Background: an optimization exercise with open tools, aiming at small area, a short achievable clock period and few clock cycles per item. Do not read the settings as production practice. In this exercise RTL edits were held to simulation tests only and were not proved equivalent to the original.

==> flow/design.v (outline; a module is shown in full before it is edited, if it fits) <==
// module wsio_scaler: 952 lines
module wsio_scaler (
    input  wire        clk,
    input  wire        rst,         
    input  wire        in_valid,
    output wire        in_ready,
    input  wire        in_op,       
    input  wire [63:0] in_data,
    output wire        out_valid,
    input  wire        out_ready,
    output wire [63:0] out_data,
    output wire        out_err
);
  // ...
==> flow/flow/run.sh <==
#!/bin/bash
# The standard layout (standard.sh), with plain buf_1 cells as the port buffers and a
# setup-repair target of 6 ns of slack. Each tool's full output goes to standard.log.
set -euo pipefail
bash standard.sh 'BUFFER_PORTS_ARGS=-buffer_cell sky130_fd_sc_hd__buf_1' SETUP_SLACK_MARGIN=6  finish > standard.log 2>&1
==> flow/standard.sh <==
#!/bin/bash
# synth_recipe.tcl (not shown) runs the flow's synth.tcl, then flattens the netlist and writes it again
# the make line also repeats each setting of config.mk as NAME=value (left out here)
make -C /OpenROAD-flow-scripts/flow DESIGN_CONFIG=/design/flow/config.mk WORK_HOME=/design/flow/orfs CLKGATE_MAP_FILE= SYNTH_SCRIPT=/design/flow/synth_recipe.tcl "${@:-finish}"
==> flow/config.mk <==
export PLATFORM = sky130hd
export DESIGN_NAME = wsio_scaler
export DESIGN_NICKNAME = wsio_scaler
export VERILOG_FILES = /design/flow/design.v
export SDC_FILE = /design/flow/constraint.sdc
export NUM_CORES = 4
export LEC_CHECK = 0
export ABC_AREA = 1
export CAP_MARGIN = 20
export CORE_MARGIN = 2
export CORE_UTILIZATION = 40
export SETUP_SLACK_MARGIN = 5
export SLEW_MARGIN = 20
==> flow/constraint.sdc <==
create_clock -name core_clock -period 10.0 [get_ports {clk}]
set_input_delay 2.0000 -clock core_clock [delete_from_list [all_inputs] [get_ports {clk}]]
set_output_delay 2.0000 -clock core_clock [all_outputs]
set_load 0.01 [all_outputs]
==> flow_metrics.tcl, run 1 <==
set metrics [dict create \
    first_global_vias 16450 \
    synth.area.mux_share_pct 0.05750 \
    tns_ns 0 \
    worst-r2r-cell-count 19 \
    synth.most_common_cell "nand2_1" \
    status "no timing/DRC/antenna violations" \
    final_net_count 2990 \
    buf_share_pct 10.61 \
    rows 76 \
    crit_path_start "in_data[14]" \
    synth-edff-count 103 \
    cp-endpoint "a_d[6]" \
    synth_commonest_cells "nand2_1, inv_1, nand3_1" \
    synth_nets 2689 \
    synth_flop_cell "edfxtp_1" \
    gp_congestion 0.9638 \
    core_mm2 0.04298 \
    final_common_cell "nand2_1" \
    synth_area_mm2 0.01741 \
    min_to "o_valid" \
    totalWireLength_um 59950 \
    synthArstFlopShare_pct 0 \
    fmax_mhz 212.5 \
    finalCritPeriodShare_pct 47.06 \
    grt_overflow_total 0 \
    grt_pass1_wl_um 91430 \
    num-clock-buffers 9 \
    largest_class "multi-input gates" \
    first_iter_violations 1201 \
    grt_use_met1_pct 32.42 \
    cts_buffer_depth 2 \
    synth.distinct_cells 56 \
    worst_hold_slack_ns 0.6165 \
    yosysSeqAreaShare_pct 18.00 \
    synthDominantCellAreaShare_pct 21.39 \
    cts_resized 301 \
]
Testbench counts, summed over its fixed seeds: cycles 4,008, items 4,000.
==> inputs of run 2 (changes only) <==
==> flow/flow/run.sh (replaced) <==
#!/bin/bash
# The standard layout (standard.sh), with plain buf_1 cells as the port buffers and a
# setup-repair target of 4.5 ns of slack. Each tool's full output goes to standard.log.
set -euo pipefail
bash standard.sh 'BUFFER_PORTS_ARGS=-buffer_cell sky130_fd_sc_hd__buf_1' SETUP_SLACK_MARGIN=4.5  finish > standard.log 2>&1
==> flow_metrics.tcl, run 2 <==
set metrics [dict create \
    status "no timing/DRC/antenna violations" \
    cts_buffers 9 \
    via_count 15600 \
    initial_core_util_pct 40.50 \
    clkSlewWorstSetupHoldPaths_ns 0.08 \
    synth-seq-cells 105 \
    portBuffers 134 \
    die_h_um 212.6 \
    grt_max_degree 62 \
    cp_max_fo 7 \
    area_growth_pct 8.222 \
    dp.final_hpwl_um 43210 \
    via_per_inst 5.319 \
    required_ns 10.26 \
    top_regs "o_data: 52 flops, a_d: 43 flops, o_e4: 5 flops" \
    maxCapViolCount 0 \
    cp-end-kind "flop" \
    remaining_drc_errors 0 \
    fin_skew_ns 0.01051 \
    synth.distinct_cells 56 \
    synth_nets 2689 \
    fin_crit_ns 5.338 \
    synth-edff-count 103 \
    tns_ns 0 \
    clock-root-buffer "clkbuf_16" \
    synthDominantCellAreaShare_pct 21.39 \
    final_net_count 2795 \
    core_mm2 0.04298 \
    setup_viol 0 \
    fin_util_pct 43.83 \
    io_pins 136 \
    tightestPinTransition_ns 0.9207 \
    totalWireLength_um 52350 \
    cts_buffer_depth 2 \
    avgSynthCellArea_um2 7.782 \
    cts.sinks 105 \
    yosysWarnings 1 \
    wl_per_cell_um 17.85 \
    synth_commonest_cells "nand2_1, inv_1, nand3_1" \
    final_hold_viol_count 0 \
    hold_depth 2 \
    layout-drive-gt1-share_pct 3.535 \
    yosysSeqAreaShare_pct 18.00 \
    die_area_mm2 0.04521 \
    syn_inst 2237 \
    synthArstFlopShare_pct 0 \
    grt_usage_pct 23.55 \
    grt_overflow_total 0 \
    startpoint_type "primary input" \
    grt_pass1_wl_um 83080 \
    gp_congestion 1.021 \
    finalCritPeriodShare_pct 53.38 \
    synth_area_mm2 0.01741 \
    htreeDepth 3 \
    regMostFlops "o_data" \
    final_cell_mix "nand2_1, inv_1, nand3_1" \
    yosys.area.top_type "fa_1" \
    tritoncts "yes" \
    rows 76 \
    fmax_mhz 187.3 \
    hold_class "flop to flop" \
    antenna_left 0 \
    clkLatencyLatePin_ns 0.38 \
    firstDrtPassIters 8 \
    arrival_ns 5.59 \
    final_common_cell "nand2_1" \
    grt_setup_unrepaired "false" \
    antenna_found_initial 0 \
    die_w_um 212.6 \
    relSlewSlack_pct 38.24 \
    final_max_slew_viol_count 0 \
    largest_register_ffs 52 \
    first_iter_violations 1211 \
    synth_flop_cell "edfxtp_1" \
    criticalPathCategory "primary input to flop" \
    synth_area_leaders "fa_1, edfxtp_1, ha_1" \
    synth.most_common_cell "nand2_1" \
    first_global_vias 15450 \
    diodes 0 \
    worst-r2r-cell-count 19 \
]
==> run 2: cell counts after synthesis <==
Identical to the previous run, type by type.
==> run 2: layout make-up <==
cell class / count / area [µm²]
Fill cell: 4374 / 24140
Multi-Input combinational cell: 1678 / 12520
Sequential cell: 105 / 3133
Inverter: 396 / 1504
Tap cell: 585 / 732.0
Timing Repair Buffer: 152 / 641.9
Clock buffer: 9 / 225.2
Clock inverter: 7 / 75.07
Timing Repair inverter: 1 / 5.005
==> run 2: cell families (layout without fill, tap and decap cells) <==
family                     count (synthesis)  after routing  share of synthesized area, %
muxes                                      1              1                       0.05750
buffers and inverters                    454            565                         10.35
and+or+nand+nor                          946            946                         23.75
other                                      1              1                       0.02154
AOI/OAI and AO/OA                        309            309                         10.36
DFF                                      105            105                         18.00
xor gates and xnor gates                  38             38                         1.912
adders and majority gates                383            383                         35.55
==> run 2: metrics by stage <==
step	hold slack, ns	cells	cell area (µm²)	setup WS [ns]
after CTS	0.4701	2926	18730	4.543
final	0.4881	2933	18840	4.662
after global placement	0.4476	2909	18420	4.137
after detailed placement	0.4559	2909	18420	4.028
after floorplan	0.4242	2237	17410	4.884
after global routing	0.5177	2933	18840	4.500
==> run 2: routing by layer <==
metal / vias to the layer above / wire length, µm / GRT usage (%)
met2: 482 / 25440 / 39.87
met4: 0 / 1903 / 9.067
met1: 7443 / 22550 / 30.75
met5: - / 0 / 0
li1: 7574 / - / -
met3: 101 / 2458 / 2.851
==> run 2: worst paths after layout <==
check | start | endpoint | slack, ns
max reg2reg | a_d[16] | o_data[51] | 4.93
max | in_data[8] | a_d[6] | 4.66
min | a_valid | o_valid | 0.49
min reg2reg | a_valid | o_valid | 0.49
==> run 2: critical path: stages <==
cell and delay, ns:
buf_1 0.34, inv_1 0.24, fa_1 0.51, ha_1 0.22, fa_1 0.42, a21oi_1 0.15, nand3_1 0.08, a41oi_1 0.26
o21ai_0 0.12, nand2_1 0.07, nand2_1 0.10, a21oi_4 0.27, fa_1 0.43, or2_2 0.31, nand2_1 0.07
==> run 2: timing repair <==
item | CTS | global route
endpoints found under the setup margin | 6 | 47
setup buffers | 1 | 6
hold buffers | 0 | 0
gates cloned | 0 | 1
gates resized for setup | 1 | 16
==> inputs of run 3 (changes only) <==
==> flow/flow/run.sh (replaced) <==
#!/bin/bash
# The standard layout (standard.sh), with plain buf_1 cells as the port buffers and a
# setup-repair target of 5.3 ns of slack. Each tool's full output goes to standard.log.
set -euo pipefail
bash standard.sh 'BUFFER_PORTS_ARGS=-buffer_cell sky130_fd_sc_hd__buf_1' SETUP_SLACK_MARGIN=5.3  finish > standard.log 2>&1
==> flow_metrics.tcl, run 3 <==
set metrics [dict create \
    status "no timing/DRC/antenna violations" \
    clock-root-buffer "clkbuf_16" \
    portBuffers 134 \
    grt_use_met1_pct 30.78 \
    crit_path_start "in_data[6]" \
    fin_skew_ns 0.01513 \
    synth_area_mm2 0.01741 \
    grt_pass1_wl_um 84780 \
    antenna_found_initial 0 \
    synth_commonest_cells "nand2_1, inv_1, nand3_1" \
    synthArstFlopShare_pct 0 \
    multi_input_area_mm2 0.01323 \
    htreeDepth 3 \
    maxCapViolCount 0 \
    nFillCells 4329 \
    yosys.area.top_type "fa_1" \
    cp_max_fo 6 \
    syn_inst 2237 \
    register_area_mm2 0.003133 \
    fin_util_pct 47.77 \
    die_w_um 212.6 \
    cts_hold_buf 0 \
    top_regs "o_data: 52 flops, a_d: 43 flops, o_e4: 5 flops" \
    grt.met3_usage_pct 2.792 \
    final_net_count 2900 \
    regMostFlops "o_data" \
    wl_per_cell_um 18.24 \
    tightestPinTransition_ns 1.010 \
    synth_nets 2689 \
    crit_family "adder cells" \
    tritoncts "yes" \
    remaining_drc_errors 0 \
    min_to "o_valid" \
    grt_usage_pct 24.24 \
    final_cell_mix "nand2_1, inv_1, nand3_1" \
    first_global_vias 15770 \
    firstDrtPassIters 5 \
    avgSynthCellArea_um2 7.782 \
    tns_ns 0 \
    cts_buffer_depth 2 \
    synth-edff-count 103 \
    required_ns 10.27 \
    arrival_ns 4.99 \
    worst-r2r-cell-count 19 \
    crit_chain "buf_4, clkinvlp_4, fa_1, ha_2, fa_2, o21ai_1, nand3_1, a41oi_2, o21ai_1, nand2_1, nand2_2, a21oi_4, fa_1, or2_4, nand2_2" \
    synth_flop_cell "edfxtp_1" \
    cpPeakStageDelay_ns 0.50 \
    via_count 16280 \
    cp-end-kind "flop" \
    die_h_um 212.6 \
    relSlewSlack_pct 32.67 \
    area_growth_pct 17.95 \
    synth.most_common_cell "nand2_1" \
    reg2reg_to "o_data[23]" \
    final_hold_viol_count 0 \
    die_area_mm2 0.04521 \
    fin_area_mm2 0.02053 \
    yosysSeqAreaShare_pct 18.00 \
    worstHoldStart "a_valid" \
    rrSetupSlack_ns 5.36 \
    via_per_inst 5.359 \
    rows 76 \
    synth-seq-cells 105 \
    core_mm2 0.04298 \
    busiest_layer "met2" \
    antenna_left 0 \
    first_iter_violations 1286 \
    finalCritPeriodShare_pct 47.18 \
    grt_max_degree 62 \
    totalWireLength_um 55420 \
    initial_core_util_pct 40.50 \
    grt_setup_unrepaired "true" \
    clkSlewWorstSetupHoldPaths_ns 0.09 \
    final_max_slew_viol_count 0 \
    cp_slowest_cell "fa_1" \
    crit_buf_inv 2 \
    startpoint_type "primary input" \
    layout-drive-gt1-share_pct 13.78 \
    largest_register_ffs 52 \
    criticalPathCategory "primary input to flop" \
    final_common_cell "nand2_1" \
    clkLatencyLatePin_ns 0.39 \
    diodes 0 \
    gp_congestion 0.9608 \
    synth_area_leaders "fa_1, edfxtp_1, ha_1" \
    hold_class "flop to flop" \
    hold_depth 2 \
    gr-usage-met2_pct 41.45 \
    reg2reg_from "a_d[41]" \
    yosysWarnings 1 \
    setup_viol 0 \
    postPlaceCellArea_mm2 0.01848 \
    cts_buffers 9 \
    dp.final_hpwl_um 42770 \
    synth.distinct_cells 56 \
    fmax_mhz 211.9 \
    io_pins 136 \
    cts.sinks 105 \
    grt_overflow_total 0 \
    synthDominantCellAreaShare_pct 21.39 \
    fin_crit_ns 4.718 \
]
-- run 3: cell types whose count changed in the layout (fill, tap and decap cells not counted), moves of 14 or more --
| cell | previous run | this run |
|---|---|---|
| buf_4 | 18 | 106 |
| inv_1 | 383 | 359 |
| a21oi_1 | 125 | 105 |
| nand2_1 | 427 | 407 |
| ha_1 | 197 | 178 |
| a21oi_2 | 1 | 19 |
| fa_1 | 186 | 170 |
| fa_2 | 0 | 16 |
| clkinvlp_4 | 2 | 17 |
| nand2_2 | 7 | 22 |
| o21ai_0 | 76 | 62 |
-- run 3: what timing repair did --
item / in CTS / in global routing
pin swaps: 12 / 39
hold endpoints to repair: 0 / 0
cloned: 6 / 8
gates resized for setup: 84 / 135
buffers inserted: 48 / 52
setup endpoints to repair: 67 / 60
-- run 3: cell type report --
type,count,share of cell area [%]
inverters,396,7.690
well taps,585,3.565
repair inverters,3,0.09750
flip-flops and latches,105,15.26
clock inverters,7,0.4326
clock buffers,9,1.097
multi-input cells,1686,64.43
repair buffers,247,7.428
-- run 3: worst register-to-register path: stages (launching register included) --
cell	delay, ns
edfxtp_1	0.49
clkinvlp_4	0.19
buf_6	0.16
buf_6	0.13
fa_1	0.57
fa_1	0.44
fa_2	0.53
inv_1	0.06
ha_4	0.22
nand2_2	0.08
inv_1	0.05
a221oi_1	0.27
a21boi_2	0.22
nand2_2	0.12
nand3_2	0.12
nand2b_4	0.07
buf_12	0.14
inv_1	0.08
fa_2	0.44
nor2_1	0.10
-- run 3: through the flow --
| stage | cells | hold slack (ns) | worst slack (ns) |
|---|---|---|---|
| after floorplan | 2237 | 0.4363 | 5.263 |
| after global placement | 2908 | 0.4475 | 4.135 |
| after detailed placement | 2908 | 0.4597 | 4.076 |
| after CTS | 2978 | 0.6246 | 5.301 |
| after global routing | 3038 | 0.6367 | 5.095 |
| final | 3038 | 0.6219 | 5.282 |
-- run 3: cells by family (layout without fill, tap and decap cells) --
group,Yosys count,after routing,share of synthesized area (%)
simple gates,946,954,23.75
buf+inv,454,662,10.35
fa+ha+maj,383,383,35.55
compound gates,309,309,10.36
flops,105,105,18.00
xor+xnor,38,38,1.912
other cells,1,1,0.02154
mux,1,1,0.05750
-- run 3: layer usage --
layer / routed length, µm / vias to the layer above / part of all wire [%]
met3: 2663 / 143 / 4.8
li1: - / 7802 / -
met1: 22980 / 7793 / 41
met2: 27250 / 543 / 49
met5: 0 / - / 0
met4: 2516 / 0 / 4.5
-- run 3: worst max-delay path by stage --
stage                          to  slack [ns]  depth (start not counted)
after floorplan            a_d[6]        5.26                         14
after global placement     a_d[5]        4.14                         22
final                      a_d[6]        5.28                         15
after global routing      a_d[16]        5.10                         15
after detailed placement   a_d[5]        4.08                         22
after CTS                 a_d[40]        5.30                         18
==> inputs of run 4 (changes only) <==
==> flow/flow/run.sh (replaced) <==
#!/bin/bash
# The standard layout (standard.sh), with plain buf_1 cells as the port buffers and a
# setup-repair target of 5 ns of slack. Each tool's full output goes to standard.log.
set -euo pipefail
bash standard.sh 'BUFFER_PORTS_ARGS=-buffer_cell sky130_fd_sc_hd__buf_1' SETUP_SLACK_MARGIN=5  finish > standard.log 2>&1
==> flow_metrics.tcl, run 4 <==
set metrics [dict create \
    maxCapViolCount 0 \
    cts.sinks 105 \
    yosys.area_share.simple_pct 23.75 \
    grt_pass1_wl_um 82940 \
    cp_slowest_cell "fa_1" \
    clkLatencyLatePin_ns 0.38 \
    synth_top_family_by_area "adder cells" \
    tightestPinTransition_ns 0.9446 \
    grt_overflow_total 0 \
    fin_area_mm2 0.01944 \
    fin_skew_ns 0.01437 \
    finalCritPeriodShare_pct 48.57 \
    cts_hold_buf 0 \
    dp_cells 2907 \
    cp-end-kind "flop" \
    yosysSeqAreaShare_pct 18.00 \
    arrival_ns 4.98 \
    crit_top_cell "o21ai_0" \
    setup_viol 0 \
    final_common_cell "nand2_1" \
    cp_max_fo 5 \
    top_regs "o_data: 52 flops, a_d: 43 flops, o_e4: 5 flops" \
    yosysWarnings 1 \
    synth_flop_cell "edfxtp_1" \
    fin_util_pct 45.22 \
    crit_buf_inv 4 \
    via_per_inst 5.321 \
    required_ns 10.12 \
    synth_area_leaders "fa_1, edfxtp_1, ha_1" \
    htreeDepth 3 \
    synth.area.mux_share_pct 0.05750 \
    first_iter_violations 1106 \
    layoutNonFillerInstCount 2979 \
    core_mm2 0.04298 \
    cts_buffer_depth 2 \
    final_net_count 2841 \
    diodes 0 \
    fin_crit_ns 4.857 \
    wl_per_cell_um 17.99 \
    postPlaceCellArea_mm2 0.01841 \
    final_cell_mix "nand2_1, inv_1, nand3_1" \
    syn_inst 2237 \
    initial_core_util_pct 40.50 \
    synth_compound_area_share_pct 10.36 \
    synth.most_common_cell "nand2_1" \
    post-place-ws_ns 4.035 \
    nFillCells 4341 \
    synthDominantCellAreaShare_pct 21.39 \
    cts_buffers 9 \
    tns_ns 0 \
    die_h_um 212.6 \
    criticalPathCategory "primary input to flop" \
    tritoncts "yes" \
    portBuffers 134 \
    clock-root-buffer "clkbuf_16" \
    antenna_left 0 \
    antenna_found_initial 0 \
    synth_nets 2689 \
    postLayoutSetupSlackWorst_ns 5.143 \
    largest_register_ffs 52 \
    remaining_drc_errors 0 \
    synthArstFlopShare_pct 0 \
    final_max_slew_viol_count 0 \
    regMostFlops "o_data" \
    relSlewSlack_pct 37.02 \
    area_growth_pct 11.66 \
    final_hold_viol_count 0 \
    gp_congestion 0.9848 \
    dp.final_hpwl_um 43080 \
    startpoint_type "primary input" \
    io_pins 136 \
    synth-seq-cells 105 \
    totalWireLength_um 53600 \
    synth_xor_xnor_area_share_pct 1.912 \
    firstDrtPassIters 6 \
    die_area_mm2 0.04521 \
    first_global_vias 15260 \
    grt_setup_unrepaired "false" \
    clkSlewWorstSetupHoldPaths_ns 0.08 \
    synth_commonest_cells "nand2_1, inv_1, nand3_1" \
    yosys.area.top_type "fa_1" \
    rows 76 \
    synth_area_mm2 0.01741 \
    crit_family "compound AO/OA/AOI/OAI gates" \
    cpPeakStageDelay_ns 0.49 \
    via_count 15850 \
    grt_max_degree 62 \
    avgSynthCellArea_um2 7.782 \
    grt_usage_pct 23.67 \
    rrSetupSlack_ns 5.16 \
    crit_chain "clkbuf_4, clkinvlp_4, buf_4, fa_1, o21ai_2, a21oi_1, o21ai_0, xor2_1, inv_1, nand2_1, nand3_1, o21ai_0, nor2_1, o21ai_0, o21ai_0, nand2_1, o21ai_1" \
    layout-drive-gt1-share_pct 7.644 \
    hold_class "flop to flop" \
    synth.distinct_cells 56 \
    fmax_mhz 205.9 \
    synthAdderAreaFrac_pct 35.55 \
    status "no timing/DRC/antenna violations" \
    die_w_um 212.6 \
    synth-edff-count 103 \
]
## run 4: cell counts after synthesis
Identical to the previous run, type by type.
## run 4: per-layer routing
metal | GRT usage, % | share of wire, %
met1 | 30.85 | 42
met3 | 2.629 | 4.9
met5 | 0 | 0
met4 | 9.718 | 4.3
met2 | 40.02 | 48
## run 4: final timing paths
| check | from | cells past startpoint | endpoint |
|---|---|---|---|
| min | a_valid | 2 | o_valid |
| max reg2reg | a_d[18] | 22 | o_data[51] |
| min reg2reg | a_valid | 2 | o_valid |
| max | in_data[1] | 17 | a_d[36] |
## run 4: repair_timing
action                     4_1_cts  5_1_grt
setup endpoints to repair       65       59
gates resized for setup         36       66
gates cloned                     1        4
pin swaps                        1        7
buffers inserted                12       39
## run 4: worst register-to-register path, delay by kind of cell, from the launching register on
family,cells,cell delay (ns)
AOI/OAI and AO/OA,6,1.18
adders and majority gates,4,1.54
buffers and inverters,3,0.47
DFF,1,0.47
and+or+nand+nor,9,0.94
## run 4: stage by stage
stage,hold WS (ns)
after floorplan,0.4363
after global placement,0.4466
after detailed placement,0.4689
after CTS,0.5031
after global routing,0.5892
final,0.5547
## run 4: cell families after synthesis
group                    count (synthesis)
AND/OR/NAND/NOR                        946
buffers and inverters                  454
adder cells (fa/ha/maj)                383
AO/OA/AOI/OAI                          309
flip-flops                             105
XOR/XNOR                                38
other                                    1
multiplexers                             1
## run 4: cell type report
cell class	count	area [µm²]	area share (%)
Clock inverter	7	70.07	0.3605
Multi-Input combinational cell	1682	12710	65.40
Inverter	396	1554	7.995
Tap cell	585	732.0	3.766
Sequential cell	105	3133	16.12
Timing Repair Buffer	194	1006	5.175
Clock buffer	9	225.2	1.159
Timing Repair inverter	1	5.005	0.02575
==> inputs of run 5 (changes only) <==
--- a/flow/config.mk
+++ b/flow/config.mk
@@ -8,6 +8,6 @@
 export ABC_AREA = 1
 export CAP_MARGIN = 20
 export CORE_MARGIN = 2
-export CORE_UTILIZATION = 40
+export CORE_UTILIZATION = 60
 export SETUP_SLACK_MARGIN = 5
 export SLEW_MARGIN = 20
==> flow_metrics.tcl, run 5 <==
set metrics [dict create \
    status "no timing/DRC/antenna violations" \
    nFillCells 2516 \
    synthDominantCellAreaShare_pct 21.39 \
    via_count 16130 \
    finalCritPeriodShare_pct 48.50 \
    cp-end-kind "flop" \
    synth.distinct_cells 56 \
    grt_pass1_wl_um 80980 \
    grt.met3_usage_pct 4.462 \
    final_hold_viol_count 0 \
    synthArstFlopShare_pct 0 \
    fin_crit_ns 4.850 \
    grt_overflow_total 0 \
    remaining_drc_errors 0 \
    via_per_inst 5.819 \
    clock-root-buffer "clkbuf_16" \
    synth_flop_cell "edfxtp_1" \
    yosys.area.top_type "fa_1" \
    cpPeakStageDelay_ns 0.47 \
    die_h_um 174.3 \
    grt_max_degree 62 \
    cts_buffer_depth 2 \
    grt_usage_pct 33.94 \
    io_pins 136 \
    startpoint_type "primary input" \
    arrival_ns 5.10 \
    dp_cells 2704 \
    dp.final_hpwl_um 41090 \
    final_cell_mix "nand2_1, inv_1, nand3_1" \
    cp_slowest_cell "fa_1" \
    synth_commonest_cells "nand2_1, inv_1, nand3_1" \
    setup_viol 0 \
    firstDrtPassIters 6 \
    final_net_count 2835 \
    gp_congestion 0.9765 \
    fin_skew_ns 0.01268 \
    initial_core_util_pct 60.81 \
    hold_class "flop to flop" \
    busiest_layer "met2" \
    crit_top_cell "fa_1" \
    clkSlewWorstSetupHoldPaths_ns 0.08 \
    totalWireLength_um 51700 \
    fin_area_mm2 0.01916 \
    first_global_vias 15710 \
    wl_per_cell_um 18.65 \
    final_common_cell "nand2_1" \
    cts_buffers 9 \
    layout-drive-gt1-share_pct 7.454 \
    die_area_mm2 0.03039 \
    area_growth_pct 10.04 \
    criticalPathCategory "primary input to flop" \
    crit_chain "clkbuf_4, inv_4, fa_1, ha_1, fa_1, a21oi_1, nand3_1, a41oi_2, o21ai_1, nand2_1, nand2_2, a21oi_4, fa_1, or2_2, nand2_1" \
    first_iter_violations 1234 \
    grt_setup_unrepaired "true" \
    core_mm2 0.02863 \
    layoutNonFillerInstCount 2772 \
    postPlaceCellArea_mm2 0.01814 \
    regMostFlops "o_data" \
    tns_ns 0 \
    rows 62 \
    tightestPinTransition_ns 0.9854 \
    synth.most_common_cell "nand2_1" \
    antenna_left 0 \
    synth_nets 2689 \
    cts_hold_buf 0 \
    gr-usage-met2_pct 60.09 \
    tritoncts "yes" \
    cp_max_fo 7 \
    portBuffers 134 \
    antenna_found_initial 0 \
    syn_inst 2237 \
    cts.sinks 105 \
    synth_area_mm2 0.01741 \
    synth-seq-cells 105 \
    htreeDepth 3 \
    synth-edff-count 103 \
    final_max_slew_viol_count 0 \
    yosysSeqAreaShare_pct 18.00 \
    fin_util_pct 66.92 \
    diodes 0 \
    clkLatencyLatePin_ns 0.38 \
    required_ns 10.25 \
    largest_register_ffs 52 \
    relSlewSlack_pct 34.31 \
    top_regs "o_data: 52 flops, a_d: 43 flops, o_e4: 5 flops" \
    fmax_mhz 206.2 \
    yosysWarnings 1 \
    maxCapViolCount 0 \
    synth_area_leaders "fa_1, edfxtp_1, ha_1" \
    grt_use_met1_pct 40.44 \
    avgSynthCellArea_um2 7.782 \
    die_w_um 174.3 \
]
==> run 5: cell counts after synthesis <==
No cell type changed its count.
==> run 5: timing repair <==
item,4_1_cts,5_1_grt
cloned,2,4
gates resized for setup,49,66
setup endpoints to repair,67,66
setup buffers,10,36
pin swaps,2,5
==> run 5: through the flow <==
step / setup slack (ns) / hold WS [ns]
6_report: 5.150 / 0.5852
5_1_grt: 4.956 / 0.6138
4_1_cts: 5.011 / 0.5093
3_5_place_dp: 3.908 / 0.4755
3_3_place_gp: 4.040 / 0.4487
2_1_floorplan: 5.087 / 0.4363
==> run 5: worst paths after layout <==
path / startpoint / endpoint / slack (ns) / depth (start not counted)
max reg2reg: a_d[10] / o_data[24] / 5.21 / 14
max: in_data[11] / a_d[6] / 5.15 / 15
min reg2reg: a_valid / o_valid / 0.59 / 2
min: a_valid / o_valid / 0.59 / 2
==> run 5: kinds of logic (layout without fill, tap and decap cells) <==
group | after synthesis | in the layout | synth area share, %
XOR/XNOR | 38 | 38 | 1.912
adder cells (fa/ha/maj) | 383 | 383 | 35.55
buffers and inverters | 454 | 601 | 10.35
multiplexers | 1 | 1 | 0.05750
other | 1 | 1 | 0.02154
AO/OA/AOI/OAI | 309 | 309 | 10.36
flip-flops | 105 | 105 | 18.00
AND/OR/NAND/NOR | 946 | 950 | 23.75
==> run 5: critical path, delay by kind of cell <==
kind	cells	cell delay, ns
buffers and inverters	2	0.25
AO/OA/AOI/OAI	4	0.68
AND/OR/NAND/NOR	5	0.62
adder cells (fa/ha/maj)	4	1.52
==> run 5: final cells by class <==
| cell class | instances | area, µm² | share of cell area (%) |
|---|---|---|---|
| multi-input cells | 1682 | 12710 | 66.35 |
| inverters | 396 | 1549 | 8.086 |
| repair buffers | 187 | 964.7 | 5.036 |
| well taps | 384 | 480.5 | 2.508 |
| repair inverters | 2 | 10.01 | 0.05225 |
| clock inverters | 7 | 83.83 | 0.4376 |
| clock buffers | 9 | 225.2 | 1.176 |
| flip-flops and latches | 105 | 3133 | 16.36 |
==> run 5: metal layers <==
metal  share of wire, %  wire length [µm]
met5                  0                 0
met4                5.8              2999
met3                6.3              3232
met2                 50             25820
met1                 38             19650
==> inputs of run 6 (changes only) <==
==> flow/flow/run.sh (replaced) <==
#!/bin/bash
# The standard layout (standard.sh), with plain buf_1 cells as the port buffers and a
# setup-repair target of 5 ns of slack. Each tool's full output goes to standard.log.
set -euo pipefail
bash standard.sh 'BUFFER_PORTS_ARGS=-buffer_cell sky130_fd_sc_hd__buf_1' SETUP_SLACK_MARGIN=5 RECOVER_POWER=100 finish > standard.log 2>&1
--- a/flow/config.mk
+++ b/flow/config.mk
@@ -8,6 +8,6 @@
 export ABC_AREA = 1
 export CAP_MARGIN = 20
 export CORE_MARGIN = 2
-export CORE_UTILIZATION = 60
+export CORE_UTILIZATION = 40
 export SETUP_SLACK_MARGIN = 5
 export SLEW_MARGIN = 20
==> flow_metrics.tcl, run 6 <==
set metrics [dict create \
    cp-end-kind "flop" \
    nFillCells 4365 \
    register_area_mm2 0.003133 \
    die_h_um 212.6 \
    synth.most_common_cell "nand2_1" \
    grt_overflow_total 0 \
    final_net_count 2841 \
    crit_family "buffers and inverters" \
    core_mm2 0.04298 \
    criticalPathCategory "primary input to flop" \
    via_per_inst 5.321 \
    wl_per_cell_um 18.01 \
    final_cell_mix "nand2_1, inv_1, nand3_1" \
    yosys.area.top_type "fa_1" \
    remaining_drc_errors 0 \
    first_iter_violations 1161 \
    setup_viol 0 \
    maxCapViolCount 3 \
    area_growth_pct 10.87 \
    cts_hold_buf 0 \
    hold_depth 2 \
    rows 76 \
    cp_max_fo 34 \
    synth_commonest_cells "nand2_1, inv_1, nand3_1" \
    syn_inst 2237 \
    startpoint_type "primary input" \
    layout-drive-gt1-share_pct 6.600 \
    crit_chain "clkbuf_1, inv_1, ha_1, inv_1, nand3_1, nand3_1, nand3_1, nand3_1, nand3_1, nand3_1, nand3_1, clkbuf_1, inv_16, nand2_1, nand2_1, nand2_1, nand3_1, nand2_1, nand2_1, nor2_1, nand2_1, inv_8, o21ai_0" \
    yosysWarnings 1 \
    clock-root-buffer "clkbuf_16" \
    finalCritPeriodShare_pct 64.90 \
    path_depth 23 \
    clkLatencyLatePin_ns 0.38 \
    synth.distinct_cells 56 \
    io_pins 136 \
    tightestPinTransition_ns 3.268 \
    synth_nets 2689 \
    fmax_mhz 154.1 \
    cts_buffers 9 \
    totalWireLength_um 53640 \
    avgSynthCellArea_um2 7.782 \
    fin_skew_ns 0.01601 \
    fin_crit_ns 6.490 \
    portBuffers 134 \
    relSlewSlack_pct -117.8 \
    antenna_found_initial 0 \
    die_w_um 212.6 \
    so_faults "max-capacitance violations, max-slew violations" \
    synth-seq-cells 105 \
    synth_area_leaders "fa_1, edfxtp_1, ha_1" \
    first_global_vias 15260 \
    largest_register_ffs 52 \
    firstDrtPassIters 6 \
    tritoncts "yes" \
    clkSlewWorstSetupHoldPaths_ns 0.08 \
    gp_congestion 0.9848 \
    final_hold_viol_count 0 \
    synth_flop_cell "edfxtp_1" \
    diodes 0 \
    cts_buffer_depth 2 \
    dp.final_hpwl_um 43080 \
    synth-edff-count 103 \
    synth_area_mm2 0.01741 \
    synthDominantCellAreaShare_pct 21.39 \
    die_area_mm2 0.04521 \
    status "complete, but fails checks" \
    worst-r2r-cell-count 19 \
    initial_core_util_pct 40.50 \
    htreeDepth 3 \
    yosysSeqAreaShare_pct 18.00 \
    via_count 15850 \
    arrival_ns 6.61 \
    antenna_left 0 \
    cpPeakStageDelay_ns 1.29 \
    required_ns 10.12 \
    regMostFlops "o_data" \
    crit_buf_inv 6 \
    hold_class "flop to flop" \
    multi_input_area_mm2 0.01262 \
    tns_ns 0 \
    grt_usage_pct 23.67 \
    cts.sinks 105 \
    grt_max_degree 62 \
    grt_setup_unrepaired "false" \
    synthArstFlopShare_pct 0 \
    top_regs "o_data: 52 flops, a_d: 43 flops, o_e4: 5 flops" \
    cp_slowest_cell "clkbuf_1" \
    crit_top_cell "nand3_1" \
    grt_pass1_wl_um 82940 \
    final_max_slew_viol_count 131 \
    final_common_cell "nand2_1" \
]
-- run 6: changes by cell type in the layout (fill, tap and decap cells not counted), sizes merged --
cell    delta
inv        -1
nor2       -1
clkbuf    +13
nand2      +1
buf        -6
-- run 6: per-layer routing --
layer  wire length [µm]  global-route usage, %  up-vias
li1                   -                      -     7670
met1              22640                  30.85     7565
met2              25940                  40.02      507
met3               2772                  2.629      110
met4               2283                  9.718        0
met5                  0                      0        -
-- run 6: worst register-to-register path, delay by kind of cell, from the launching register on --
family,cells,cell delay (ns)
AND/OR/NAND/NOR,7,1.31
flip-flops,1,0.42
adder cells (fa/ha/maj),4,1.84
AO/OA/AOI/OAI,3,0.66
buffers and inverters,5,0.68
-- run 6: stage by stage --
stage | area [µm²] | std cells | setup WS [ns] | utilization, % | hold WS [ns]
finish | 19300 | 2979 | 3.510 | 44.90 | 0.5136
global route | 19300 | 2979 | 3.137 | 44.90 | 0.5516
CTS | 18900 | 2936 | 5.019 | 43.97 | 0.5031
detailed placement | 18410 | 2907 | 4.035 | 42.84 | 0.4689
global placement | 18410 | 2907 | 4.109 | 42.84 | 0.4466
floorplan | 17420 | 2237 | 5.087 | - | 0.4363
-- run 6: worst paths after layout --
kind	end	slack [ns]	start
max reg2reg	o_data[39]	4.83	a_d[15]
min	o_valid	0.51	a_valid
min reg2reg	o_valid	0.51	a_valid
max	a_d[28]	3.51	in_data[0]
-- run 6: kinds of logic (layout without fill, tap and decap cells) --
| logic type | count (synthesis) | after routing | synth area share (%) |
|---|---|---|---|
| and+or+nand+nor | 946 | 950 | 23.75 |
| buffers and inverters | 454 | 607 | 10.35 |
| adders and majority gates | 383 | 383 | 35.55 |
| AOI/OAI and AO/OA | 309 | 309 | 10.36 |
| DFF | 105 | 105 | 18.00 |
| xor gates and xnor gates | 38 | 38 | 1.912 |
| other | 1 | 1 | 0.02154 |
| muxes | 1 | 1 | 0.05750 |
-- run 6: final cells by class --
cell class	instances	area share (%)
Clock inverter	7	0.3630
Timing Repair Buffer	194	5.005
Multi-Input combinational cell	1682	65.37
Sequential cell	105	16.23
Inverter	396	8.039
Clock buffer	9	1.167
Tap cell	585	3.793
Timing Repair inverter	1	0.02593
-- run 6: what timing repair did --
item                                    CTS  global route
endpoints found under the setup margin   65            59
cloned                                    1             4
gates resized for setup                  36            66
pin swaps                                 1             7
setup buffers                            12            39

## afterwards: timing with drivers on the ports
The flow's constraints put no driver on any port. The routed layouts listed below were extracted and timed again, unchanged, in two steps. Step 1 sets driving cells, clkbuf_16 on the clock port and buf_2 on the other inputs (assumed; they add their load-dependent delay and slew). Step 2 times the ports against the registers' clock, not the clock port: input delays grow and output delays shrink by t, the midpoint of the rising clock arrivals with the driver on. Three values: ideal ports, drivers, drivers and shift; two values: the first two.
run	t, ns	slack for setup (ns)	worst setup path at the end	worst register clock-pin slew, ns	cell pins on the clock port's net
run 1	0.430	5.294 / 5.306 / 4.876	input to register	0.08 / 0.08	1
run 2	0.424	4.662 / 4.687 / 4.262	input to register	0.08 / 0.08	1
run 3	0.435	5.282 / 5.308 / 4.872	input to register	0.09 / 0.09	1
run 4	0.427	5.143 / 5.157 / 4.743	input to register	0.08 / 0.08	1
run 5	0.423	5.150 / 5.140 / 4.754	input to register	0.09 / 0.09	1
run 6	0.426	3.510 / 3.539 / 3.113	input to register	0.08 / 0.08	1
For run 1, which loses most, drivers alone change the setup slack by +0.012 ns; drivers and shift together by -0.418 ns.
